From an optimization exercise on the open Yosys and OpenROAD flow, aimed at small area, a short achievable clock period and few clock cycles per item; shortcuts taken in it are not production practice.
The RTL of this run was laid out without a check of its function.
Power is estimated from default activity; no workload was simulated.

[flow/design.v]
module bcu #(
    parameter CAP = 32                   
) (
    input  wire         clk,
    input  wire         rst,             
    input  wire         cmd_valid,
    output wire         cmd_ready,
    input  wire [127:0] cmd,
    output wire         rsp_valid,
    input  wire         rsp_ready,
    output wire [127:0] rsp
);
    localparam LW = $clog2(CAP + 1);     
    localparam BW = $clog2(CAP);         
    localparam OP_CLASSIFY = 8'h01, OP_WIDTHOF = 8'h02, OP_RDF   = 8'h03, OP_WRF   = 8'h04,
               OP_DEC1     = 8'h05, OP_ENC1    = 8'h06, OP_SETPOS = 8'h07, OP_GETST = 8'h08,
               OP_GETENT   = 8'h09, OP_CLR     = 8'h0A, OP_BPUSH  = 8'h0B, OP_BPAD  = 8'h0C,
               OP_BGET     = 8'h0D;
    localparam F_INVALID_ID = 8'd1, F_VALUE_RANGE = 8'd2, F_TRUNCATED = 8'd3, F_RESERVED_SIZE = 8'd4,
               F_WIDTH_RANGE = 8'd5, F_OVERFLOW = 8'd6, F_ILLEGAL = 8'd7, F_ADDR_RANGE = 8'd8;
    localparam S_IDLE = 2'd0, S_EXEC = 2'd1, S_RSP = 2'd2;
    reg [8*CAP-1:0] mem;                 
    reg [LW-1:0]    len;                 
    reg [31:0]      pos;                 
    reg [7:0]       ent_id;
    reg [2:0]       ent_size;
    reg [31:0]      ent_value;
    reg [5:0]       ent_tlen;
    reg             ent_valid;
    reg [1:0]       state;
    reg [1:0]       step;                
    reg [127:0]     cq;                  
    reg [127:0]     rq;                  
    reg [7:0]       t_id;                
    reg [2:0]       t_sz;                
    assign cmd_ready = (state == S_IDLE);
    assign rsp_valid = (state == S_RSP);
    assign rsp       = rq;
    wire [7:0]  c_op   = cq[7:0];
    wire [15:0] c_a    = cq[23:8];
    wire [31:0] c_off  = cq[55:24];
    wire [7:0]  c_rsv  = cq[63:56];
    wire [63:0] c_data = cq[127:64];
    function [5:0] width_of;             
        input [2:0] c;
        case (c)
            3'd0: width_of = 6'd0;
            3'd1: width_of = 6'd1;
            3'd2: width_of = 6'd2;
            3'd3: width_of = 6'd4;
            3'd4: width_of = 6'd8;
            3'd5: width_of = 6'd16;
            default: width_of = 6'd32;
        endcase
    endfunction
    function [2:0] classify;             
        input [31:0] v;
        if (v == 32'd0)              classify = 3'd0;
        else if (v < 32'd2)          classify = 3'd1;
        else if (v < 32'd4)          classify = 3'd2;
        else if (v < 32'd16)         classify = 3'd3;
        else if (v < 32'd256)        classify = 3'd4;
        else if (v < 32'd65536)      classify = 3'd5;
        else                         classify = 3'd6;
    endfunction
    function [127:0] mk_rsp;
        input [7:0]  status;
        input [7:0]  id;
        input [2:0]  size;
        input [5:0]  tlen;
        input        valid;
        input [31:0] off;
        input [63:0] data;
        mk_rsp = {data, off, valid, 1'b0, tlen, 5'b0, size, id, status};
    endfunction
    function [127:0] mk_fault;
        input [7:0]  code;
        input [31:0] info;
        mk_fault = {64'd0, info, 24'd0, code};
    endfunction
    reg  [32:0] wu_off;                  
    reg  [5:0]  wu_w;                    
    reg  [55:0] wu_v;                    
    wire [29:0] wu_b    = wu_off[32:3];          
    wire [2:0]  wu_s    = wu_off[2:0];           
    wire [30:0] wu_need = {1'b0, wu_b} + 31'd8;  
    wire        wu_rd_ok = (wu_need <= {{(31-LW){1'b0}}, len});
    wire [30:0] wu_gap   = wu_need - {{(31-LW){1'b0}}, len};
    wire [31:0] wu_grown = wu_rd_ok ? {{(32-LW){1'b0}}, len}
                                    : {{(32-LW){1'b0}}, len} + {1'b0, (wu_gap + 31'd7) & ~31'd7};
    wire        wu_ovf   = (wu_grown > CAP);
    wire [BW-1:0]   wu_bi  = wu_b[BW-1:0];
    wire [8*CAP-1:0] wu_sh = mem >> {wu_bi, 3'b000};
    wire [63:0]     wu_win = wu_sh[63:0];
    wire [63:0] wu_mask  = ((64'd1 << wu_w) - 64'd1);
    wire [63:0] wu_field = (wu_win >> wu_s) & wu_mask;
    wire [63:0] wu_nwin  = (wu_win & ~(wu_mask << wu_s)) | ({8'd0, wu_v} << wu_s);
    wire [8*CAP-1:0] wu_bmask = {{(8*CAP-64){1'b0}}, 64'hFFFF_FFFF_FFFF_FFFF} << {wu_bi, 3'b000};
    wire [8*CAP-1:0] wu_bdata = {{(8*CAP-64){1'b0}}, wu_nwin} << {wu_bi, 3'b000};
    wire [8*CAP-1:0] wu_mem   = (mem & ~wu_bmask) | wu_bdata;
    reg legal;
    always @* begin
        case (c_op)
            OP_CLASSIFY: legal = (c_a == 16'd0) && (c_off == 32'd0);
            OP_WIDTHOF:  legal = (c_off == 32'd0) && (c_data == 64'd0);
            OP_RDF:      legal = (c_data == 64'd0);
            OP_WRF:      legal = 1'b1;
            OP_DEC1:     legal = (c_a == 16'd0) && (c_off == 32'd0) && (c_data == 64'd0);
            OP_ENC1:     legal = (c_off == 32'd0);
            OP_SETPOS:   legal = (c_a == 16'd0) && (c_data == 64'd0);
            OP_GETST:    legal = (c_a == 16'd0) && (c_off == 32'd0) && (c_data == 64'd0);
            OP_GETENT:   legal = (c_a == 16'd0) && (c_off == 32'd0) && (c_data == 64'd0);
            OP_CLR:      legal = (c_off == 32'd0) && (c_data == 64'd0);
            OP_BPUSH:    legal = (c_off == 32'd0) && (c_data == 64'd0);
            OP_BPAD:     legal = (c_off == 32'd0) && (c_data == 64'd0);
            OP_BGET:     legal = (c_a == 16'd0) && (c_data == 64'd0);
            default:     legal = 1'b0;
        endcase
        if (c_rsv != 8'd0) legal = 1'b0;
    end
    wire [2:0]  enc_c   = classify(c_data[31:0]);
    wire [5:0]  enc_w   = width_of(enc_c);
    wire [5:0]  dec_w   = width_of(t_sz);
    wire [31:0] cls_len = {{(32-LW){1'b0}}, len};
    reg             x_done;              
    reg [127:0]     x_rsp;
    reg [8*CAP-1:0] x_mem;
    reg [LW-1:0]    x_len;
    reg [31:0]      x_pos;
    reg             x_ent_we;            
    reg [7:0]       x_ent_id;
    reg [2:0]       x_ent_size;
    reg [31:0]      x_ent_value;
    reg [5:0]       x_ent_tlen;
    reg             x_ent_valid;
    always @* begin
        x_done      = 1'b1;
        x_rsp       = 128'd0;
        x_mem       = mem;
        x_len       = len;
        x_pos       = pos;
        x_ent_we    = 1'b0;
        x_ent_id    = 8'd0;
        x_ent_size  = 3'd0;
        x_ent_value = 32'd0;
        x_ent_tlen  = 6'd11;
        x_ent_valid = 1'b0;
        wu_off      = 33'd0;
        wu_w        = 6'd0;
        wu_v        = 56'd0;
        if (!legal) begin
            x_rsp = mk_fault(F_ILLEGAL, 32'd0);
        end else begin
            case (c_op)
            OP_CLASSIFY: begin
                if (c_data[63:32] != 32'd0)
                    x_rsp = mk_fault(F_VALUE_RANGE, 32'd0);
                else
                    x_rsp = mk_rsp(8'd0, 8'd0, enc_c, 6'd11 + enc_w, 1'b0, 32'd0, {58'd0, enc_w});
            end
            OP_WIDTHOF: begin
                if (c_a >= 16'd7)
                    x_rsp = mk_fault(F_RESERVED_SIZE, {16'd0, c_a});
                else
                    x_rsp = mk_rsp(8'd0, 8'd0, c_a[2:0], 6'd11 + width_of(c_a[2:0]), 1'b0, 32'd0,
                                   {58'd0, width_of(c_a[2:0])});
            end
            OP_RDF: begin
                wu_off = {1'b0, c_off};
                wu_w   = c_a[5:0];
                if (c_a > 16'd56)
                    x_rsp = mk_fault(F_WIDTH_RANGE, {16'd0, c_a});
                else if (!wu_rd_ok)
                    x_rsp = mk_fault(F_TRUNCATED, c_off);
                else
                    x_rsp = mk_rsp(8'd0, 8'd0, 3'd0, 6'd0, 1'b0, 32'd0, wu_field);
            end
            OP_WRF: begin
                wu_off = {1'b0, c_off};
                wu_w   = c_a[5:0];
                wu_v   = c_data[55:0];
                if (c_a > 16'd56)
                    x_rsp = mk_fault(F_WIDTH_RANGE, {16'd0, c_a});
                else if ((c_data >> c_a[5:0]) != 64'd0)
                    x_rsp = mk_fault(F_VALUE_RANGE, 32'd0);
                else if (wu_ovf)
                    x_rsp = mk_fault(F_OVERFLOW, c_off);
                else begin
                    x_mem = wu_mem;
                    x_len = wu_grown[LW-1:0];
                    x_rsp = mk_rsp(8'd0, 8'd0, 3'd0, 6'd0, 1'b0, 32'd0, 64'd0);
                end
            end
            OP_DEC1: begin
                case (step)
                2'd0: begin                      
                    wu_off = {1'b0, pos};
                    wu_w   = 6'd8;
                    if (!wu_rd_ok)
                        x_rsp = mk_fault(F_TRUNCATED, pos);
                    else if (wu_field[7:0] == 8'd0) begin
                        x_ent_we = 1'b1;         
                        x_rsp = mk_rsp(8'd0, 8'd0, 3'd0, 6'd11, 1'b0, pos + 32'd11, 64'd0);
                    end else
                        x_done = 1'b0;
                end
                2'd1: begin                      
                    wu_off = {1'b0, pos} + 33'd8;
                    wu_w   = 6'd3;
                    if (!wu_rd_ok)
                        x_rsp = mk_fault(F_TRUNCATED, pos + 32'd8);
                    else if (wu_field[2:0] == 3'd7)
                        x_rsp = mk_fault(F_RESERVED_SIZE, pos + 32'd8);
                    else
                        x_done = 1'b0;
                end
                default: begin                   
                    wu_off = {1'b0, pos} + 33'd11;
                    wu_w   = dec_w;
                    if (!wu_rd_ok)
                        x_rsp = mk_fault(F_TRUNCATED, pos + 32'd11);
                    else begin
                        x_ent_we    = 1'b1;
                        x_ent_id    = t_id;
                        x_ent_size  = t_sz;
                        x_ent_value = wu_field[31:0];
                        x_ent_tlen  = 6'd11 + dec_w;
                        x_ent_valid = 1'b1;
                        x_pos       = pos + {26'd0, 6'd11 + dec_w};
                        x_rsp = mk_rsp(8'd0, t_id, t_sz, 6'd11 + dec_w, 1'b1, x_pos,
                                       {32'd0, wu_field[31:0]});
                    end
                end
                endcase
            end
            OP_ENC1: begin
                case (step)
                2'd0: begin                      
                    wu_off = {1'b0, pos} + 33'd11;
                    if (c_a == 16'd0 || c_a > 16'd255)
                        x_rsp = mk_fault(F_INVALID_ID, {16'd0, c_a});
                    else if (c_data[63:32] != 32'd0)
                        x_rsp = mk_fault(F_VALUE_RANGE, 32'd0);
                    else if (wu_ovf)
                        x_rsp = mk_fault(F_OVERFLOW, pos);
                    else
                        x_done = 1'b0;
                end
                2'd1: begin                      
                    wu_off = {1'b0, pos};
                    wu_w   = 6'd8;
                    wu_v   = {48'd0, c_a[7:0]};
                    x_mem  = wu_mem;
                    x_len  = wu_grown[LW-1:0];
                    x_done = 1'b0;
                end
                2'd2: begin                      
                    wu_off = {1'b0, pos} + 33'd8;
                    wu_w   = 6'd3;
                    wu_v   = {53'd0, enc_c};
                    x_mem  = wu_mem;
                    x_len  = wu_grown[LW-1:0];
                    x_done = 1'b0;
                end
                default: begin                   
                    wu_off = {1'b0, pos} + 33'd11;
                    wu_w   = enc_w;
                    wu_v   = {24'd0, c_data[31:0]};
                    x_mem  = wu_mem;
                    x_len  = wu_grown[LW-1:0];
                    x_ent_we    = 1'b1;
                    x_ent_id    = c_a[7:0];
                    x_ent_size  = enc_c;
                    x_ent_value = c_data[31:0];
                    x_ent_tlen  = 6'd11 + enc_w;
                    x_ent_valid = 1'b1;
                    x_pos       = pos + {26'd0, 6'd11 + enc_w};
                    x_rsp = mk_rsp(8'd0, c_a[7:0], enc_c, 6'd11 + enc_w, 1'b1, x_pos,
                                   {32'd0, c_data[31:0]});
                end
                endcase
            end
            OP_SETPOS: begin
                x_pos = c_off;
                x_rsp = mk_rsp(8'd0, 8'd0, 3'd0, 6'd0, 1'b0, 32'd0, 64'd0);
            end
            OP_GETST: begin
                x_rsp = mk_rsp(8'd0, 8'd0, 3'd0, 6'd0, 1'b0, pos, {32'd0, cls_len});
            end
            OP_GETENT: begin
                x_rsp = mk_rsp(8'd0, ent_id, ent_size, ent_tlen, ent_valid, 32'd0, {32'd0, ent_value});
            end
            OP_CLR: begin
                if (c_a > CAP)
                    x_rsp = mk_fault(F_OVERFLOW, 32'd0);
                else begin
                    x_mem    = {(8*CAP){1'b0}};
                    x_len    = c_a[LW-1:0];
                    x_pos    = 32'd0;
                    x_ent_we = 1'b1;
                    x_rsp = mk_rsp(8'd0, 8'd0, 3'd0, 6'd0, 1'b0, 32'd0, 64'd0);
                end
            end
            OP_BPUSH: begin
                if (c_a > 16'd255)
                    x_rsp = mk_fault(F_VALUE_RANGE, 32'd0);
                else if (len == CAP)
                    x_rsp = mk_fault(F_OVERFLOW, 32'd0);
                else begin
                    x_mem[8*len[BW-1:0] +: 8] = c_a[7:0];
                    x_len = len + 1'b1;
                    x_rsp = mk_rsp(8'd0, 8'd0, 3'd0, 6'd0, 1'b0, 32'd0, 64'd0);
                end
            end
            OP_BPAD: begin
                if (cls_len + {16'd0, c_a} > CAP)
                    x_rsp = mk_fault(F_OVERFLOW, 32'd0);
                else begin
                    x_len = len + c_a[LW-1:0];   
                    x_rsp = mk_rsp(8'd0, 8'd0, 3'd0, 6'd0, 1'b0, 32'd0, 64'd0);
                end
            end
            OP_BGET: begin
                if (c_off >= cls_len)
                    x_rsp = mk_fault(F_ADDR_RANGE, c_off);
                else
                    x_rsp = mk_rsp(8'd0, 8'd0, 3'd0, 6'd0, 1'b0, 32'd0,
                                   {56'd0, mem[8*c_off[BW-1:0] +: 8]});
            end
            default: x_rsp = mk_fault(F_ILLEGAL, 32'd0);
            endcase
        end
    end
    always @(posedge clk) begin
        if (rst) begin
            state     <= S_IDLE;
            step      <= 2'd0;
            mem       <= {(8*CAP){1'b0}};
            len       <= 8;
            pos       <= 32'd0;
            ent_id    <= 8'd0;
            ent_size  <= 3'd0;
            ent_value <= 32'd0;
            ent_tlen  <= 6'd11;
            ent_valid <= 1'b0;
        end else begin
            case (state)
            S_IDLE: begin
                if (cmd_valid) begin
                    cq    <= cmd;
                    step  <= 2'd0;
                    state <= S_EXEC;
                end
            end
            S_EXEC: begin
                mem <= x_mem;
                len <= x_len;
                pos <= x_pos;
                if (x_ent_we) begin
                    ent_id    <= x_ent_id;
                    ent_size  <= x_ent_size;
                    ent_value <= x_ent_value;
                    ent_tlen  <= x_ent_tlen;
                    ent_valid <= x_ent_valid;
                end
                if (step == 2'd0) t_id <= wu_field[7:0];
                if (step == 2'd1) t_sz <= wu_field[2:0];
                if (x_done) begin
                    rq    <= x_rsp;
                    state <= S_RSP;
                end else begin
                    step  <= step + 2'd1;
                end
            end
            S_RSP: begin
                if (rsp_ready) state <= S_IDLE;
            end
            default: state <= S_IDLE;
            endcase
        end
    end
endmodule
[flow/run.sh]
#!/bin/bash
# synth_recipe.tcl (not shown) runs the flow's synth.tcl, then flattens the netlist and writes it again
# the make line also repeats each setting of config.mk as NAME=value (left out here)
make -C /OpenROAD-flow-scripts/flow DESIGN_CONFIG=/design/flow/config.mk WORK_HOME=/design/flow/orfs CLKGATE_MAP_FILE= SYNTH_SCRIPT=/design/flow/synth_recipe.tcl finish
[flow/config.mk]
export PLATFORM = sky130hd
export DESIGN_NAME = bcu
export DESIGN_NICKNAME = bcu
export VERILOG_FILES = /design/flow/design.v
export SDC_FILE = /design/flow/constraint.sdc
export NUM_CORES = 8
export LEC_CHECK = 0
export CAP_MARGIN = 20
export CORE_MARGIN = 2
export CORE_UTILIZATION = 30
export SLEW_MARGIN = 20
[flow/constraint.sdc]
create_clock -name core_clock -period 12.0 [get_ports {clk}]
set_input_delay 2.4000 -clock core_clock [delete_from_list [all_inputs] [get_ports {clk}]]
set_output_delay 2.4000 -clock core_clock [all_outputs]
set_load 0.01 [all_outputs]
==> qor.csv <==
stage,metric,value,unit
timing,Final TNS setup,0,ns
finish,cell area after layout,82700,um2
run_status,status,timing/DRC/antenna clean,
finish,Area Overhead vs Synth,17.2,%
critical_path,crit path max fanout,30,
global_route,initial antenna violation count,85,
critical_path,Worst Path Buf+Inv,5,
power_and_ir_drop,Power Density,65.9,nW/um2
hold_path,worst hold path type,flip-flop to flip-flop,
yosys,Yosys warnings,1,
place,placed insts,12900,
power_and_ir_drop,Lkg Pwr,26.8,nW
timing,final period utilization,93.9,%
yosys,Avg Inst Size Synth,7.19,um2
floorplan,Die X,489,um
timing,post-route setup slack,0.730,ns
drt,routed via count,97900,
timing,Final Hold Fails,0,
critical_path,CP top delay family,simple AND/OR/NAND/NOR gates,
critical_path,CP arrival,11.80,ns
clock_network,CTS tree,built,
critical_path,startpoint types,flip-flop,
timing,WHS,0.452,ns
finish,layout cells sized above 1,13.2,%
timing,Worst-Margin Slew,1.42,ns
global_route,total gr overflow,0,
clock_network,# clock sinks,605,
place,setup slack at placement,1.30,ns
drt,drt pass-1 iters,14,
timing,Max Fclk,88.7,MHz
place,DP Wirelength,433000,um
timing,"Slew Viols, Final",0,
hold_path,min-delay src,ent_id[0],
drt,WL/cell,45.2,um
drt,total wire length,595000,um
yosys,number of enable flip-flop cells after synthesis,257,
floorplan,# IOs,262,
clock_network,clock tree buffer depth,3,
drt,Vias/cell,7.43,
yosys,count of different cell masters after synthesis,124,
clock_network,# hold bufs at CTS,0,
finish,final non-filler cell total,13200,
clock_network,CTS Buf Count,86,
finish,Final #Nets,10100,
finish,filler cell count,24900,
clock_network,Post-CTS Setup Bufs,0,
floorplan,initial core utilization,30.1,%
job,max cap viols,0,
floorplan,DIE AREA,239000,um2
floorplan,Rows,178,
critical_path,RR Startpoint,step[1],
timing,RSZ-0062 raised after global routing,no,
critical_path,CP dominant cell by count,buf_4,
place,I/O Buffers,251,
place,gp weighted congestion,1.15,
drt,post-route ant nets,0,
yosys,register area share after synthesis,20.8,%
yosys,Synth Flop Type,dfxtp_1,
critical_path,cell at the slowest stage of the critical path,o31ai_2,
clock_network,cts repair resizes,0,
clock_network,clock slew seen by the registers of the worst setup and hold paths,0.06,ns
critical_path,critical path required time,12.53,ns
global_route,vias in the first global route,86700,
drt,Initial DRC Count,20600,
clock_network,H-tree Lvls,3,
timing,setup violators final,0,
critical_path,WS Path Type,flip-flop to flip-flop,
power_and_ir_drop,maximum VDD drop,0.113,mV
yosys,Synth Cell Area,70500,um2
critical_path,Critical Path Sink Type,flip-flop,
clock_network,Root Driver,clkbuf_16,
place,placed instance area,79300,um2
floorplan,die span in y,489,um
timing,Tmin final,11.27,ns
global_route,Total GRT Usage,47.4,%
critical_path,crit-path max cell delay,0.71,ns
floorplan,core area,235000,um2
yosys,asr flop ratio synth,0,%
timing,Rel. slew slack,4.55,%
global_route,first-pass GRT wire length,785000,um
drt,DRC Markers,0,
clock_network,Clock Latency Late Sink,0.82,ns
timing,final clock skew,0.0700,ns
yosys,Yosys reg bits,605,
critical_path,crit path from,step[1],
global_route,pin count of the biggest net entering global routing,114,
yosys,Syn Inst Count,9812,
==> per-stage QoR <==
step	util [%]	total power, W
floorplan	-	0.00238
global placement	33.8	0.00257
detailed placement	33.8	0.00257
CTS	35.1	0.00543
global route	35.2	0.00550
finish	35.2	0.00545
==> worst paths after layout <==
check / end / slack, ns / cells past startpoint
max: rq[41] / 0.73 / 30
min: ent_id[0] / 0.45 / 2
max reg2reg: rq[41] / 0.73 / 30
min reg2reg: ent_id[0] / 0.45 / 2
==> placed cells by master, fill, tap and decap left out, types with 86 or more instances in the layout <==
cell	n
a22o_1	101
buf_4	592
mux4_2	86
dfxtp_1	348
a211oi_1	246
a21oi_1	815
ha_1	103
mux2i_1	429
and2_1	91
inv_1	116
nand4_1	111
edfxtp_1	257
nand2_1	962
nor2_1	998
a31oi_1	161
o22ai_1	133
mux2_2	130
o21ai_0	724
xnor2_1	98
o211ai_1	148
nor4_1	87
and3_1	127
a221oi_1	86
nor3_1	372
nand3_1	431
clkdlybuf4s50_1	250
clkbuf_16	87
a22oi_1	327
==> flip-flops by register name, indices dropped and copies added (netlist names), 3 cells and up <==
signal	flops
cq	128
ent_id	8
ent_size	3
ent_tlen	6
ent_value	32
len	6
mem	256
pos	32
rq	118
t_id	8
t_sz	3
==> power breakdown <==
group,switching [W],internal (W),leakage [nW]
combinational,0.000226,0.000108,20.2
sequential,0.0000422,0.00218,5.15
clock,0.00126,0.00163,1.47
==> area by class of cell <==
cell class	count	area, um2	area share, %
multi-input cells	8174	52500	63.5
flip-flops and latches	605	14700	17.8
well taps	3150	3940	4.77
diodes	66	165	0.200
clock inverters	48	644	0.780
clock buffers	111	2410	2.91
repair buffers	888	7800	9.44
inverters	128	488	0.590
==> tightest hold or removal path, cell delays in order, from the launching register on <==
cell     delay [ns]
dfxtp_1        0.31
nand2_1        0.05
a21oi_1        0.05
==> metal layers <==
| metal | global-route usage [%] | share of wire [%] | up-vias | wire [um] |
|---|---|---|---|---|
| met2 | 62.3 | 37 | 10100 | 222000 |
| met3 | 24.2 | 16 | 2942 | 97800 |
| met4 | 39.9 | 10 | 52 | 62400 |
| met1 | 56.4 | 36 | 47100 | 212000 |
| li1 | - | - | 37700 | - |
| met5 | 0 | 0.12 | - | 733 |
==> synthesized netlist by cell type, drive strengths merged (102+ instances only) <==
master / count / area (um2)
buf: 260 / 1260
a31oi: 165 / 1040
inv: 123 / 462
nor3: 393 / 2010
a21oi: 827 / 4140
and3: 129 / 807
ha: 106 / 1330
dfxtp: 348 / 6970
nand4: 111 / 694
edfxtp: 257 / 7720
a211oi: 278 / 2230
a22oi: 328 / 2470
mux2: 131 / 1480
o21ai: 778 / 3910
nand2: 976 / 3660
a22o: 102 / 893
mux2i: 435 / 4350
nor2: 1065 / 4010
o211ai: 150 / 1140
nor4: 104 / 754
clkbuf: 658 / 2470
o22ai: 135 / 845
nand3: 437 / 2190
==> cells by family after synthesis <==
kind of cell | count (synthesis) | synth area share, %
muxes | 652 | 11.0
DFF | 605 | 20.8
adders and majority gates | 115 | 2.10
buffers and inverters | 1046 | 5.97
xor gates and xnor gates | 143 | 1.82
AOI/OAI and AO/OA | 3604 | 34.1
and+or+nand+nor | 3646 | 24.2
other | 1 | 0.00532

static timing again, ports no longer ideal:
The results above use ideal ports. As a check the final layout listed here was re-extracted and re-timed, cells and wires unchanged.
Step 1: set_driving_cell puts a clkbuf_16 on clk and a buf_2 on each other input, an assumption about the parent block.
Step 2 moves the port delays by t, midway between the first and last clock arrival at a register: inputs arrive t later, outputs are due t later. That takes back most of the time a late clock gives input paths.
a / b / c = no drivers / after step 1 / after step 2; a / b = the first two.
t (ns): 0.893
setup slack, ns: 0.730 / 0.730 / 0.730
latest minus earliest clock arrival (ns): 0.070 / 0.070
After both steps this run still meets setup and hold. The setup slack of this run moves by 0.000 ns with the drivers and by 0.000 ns with both steps.
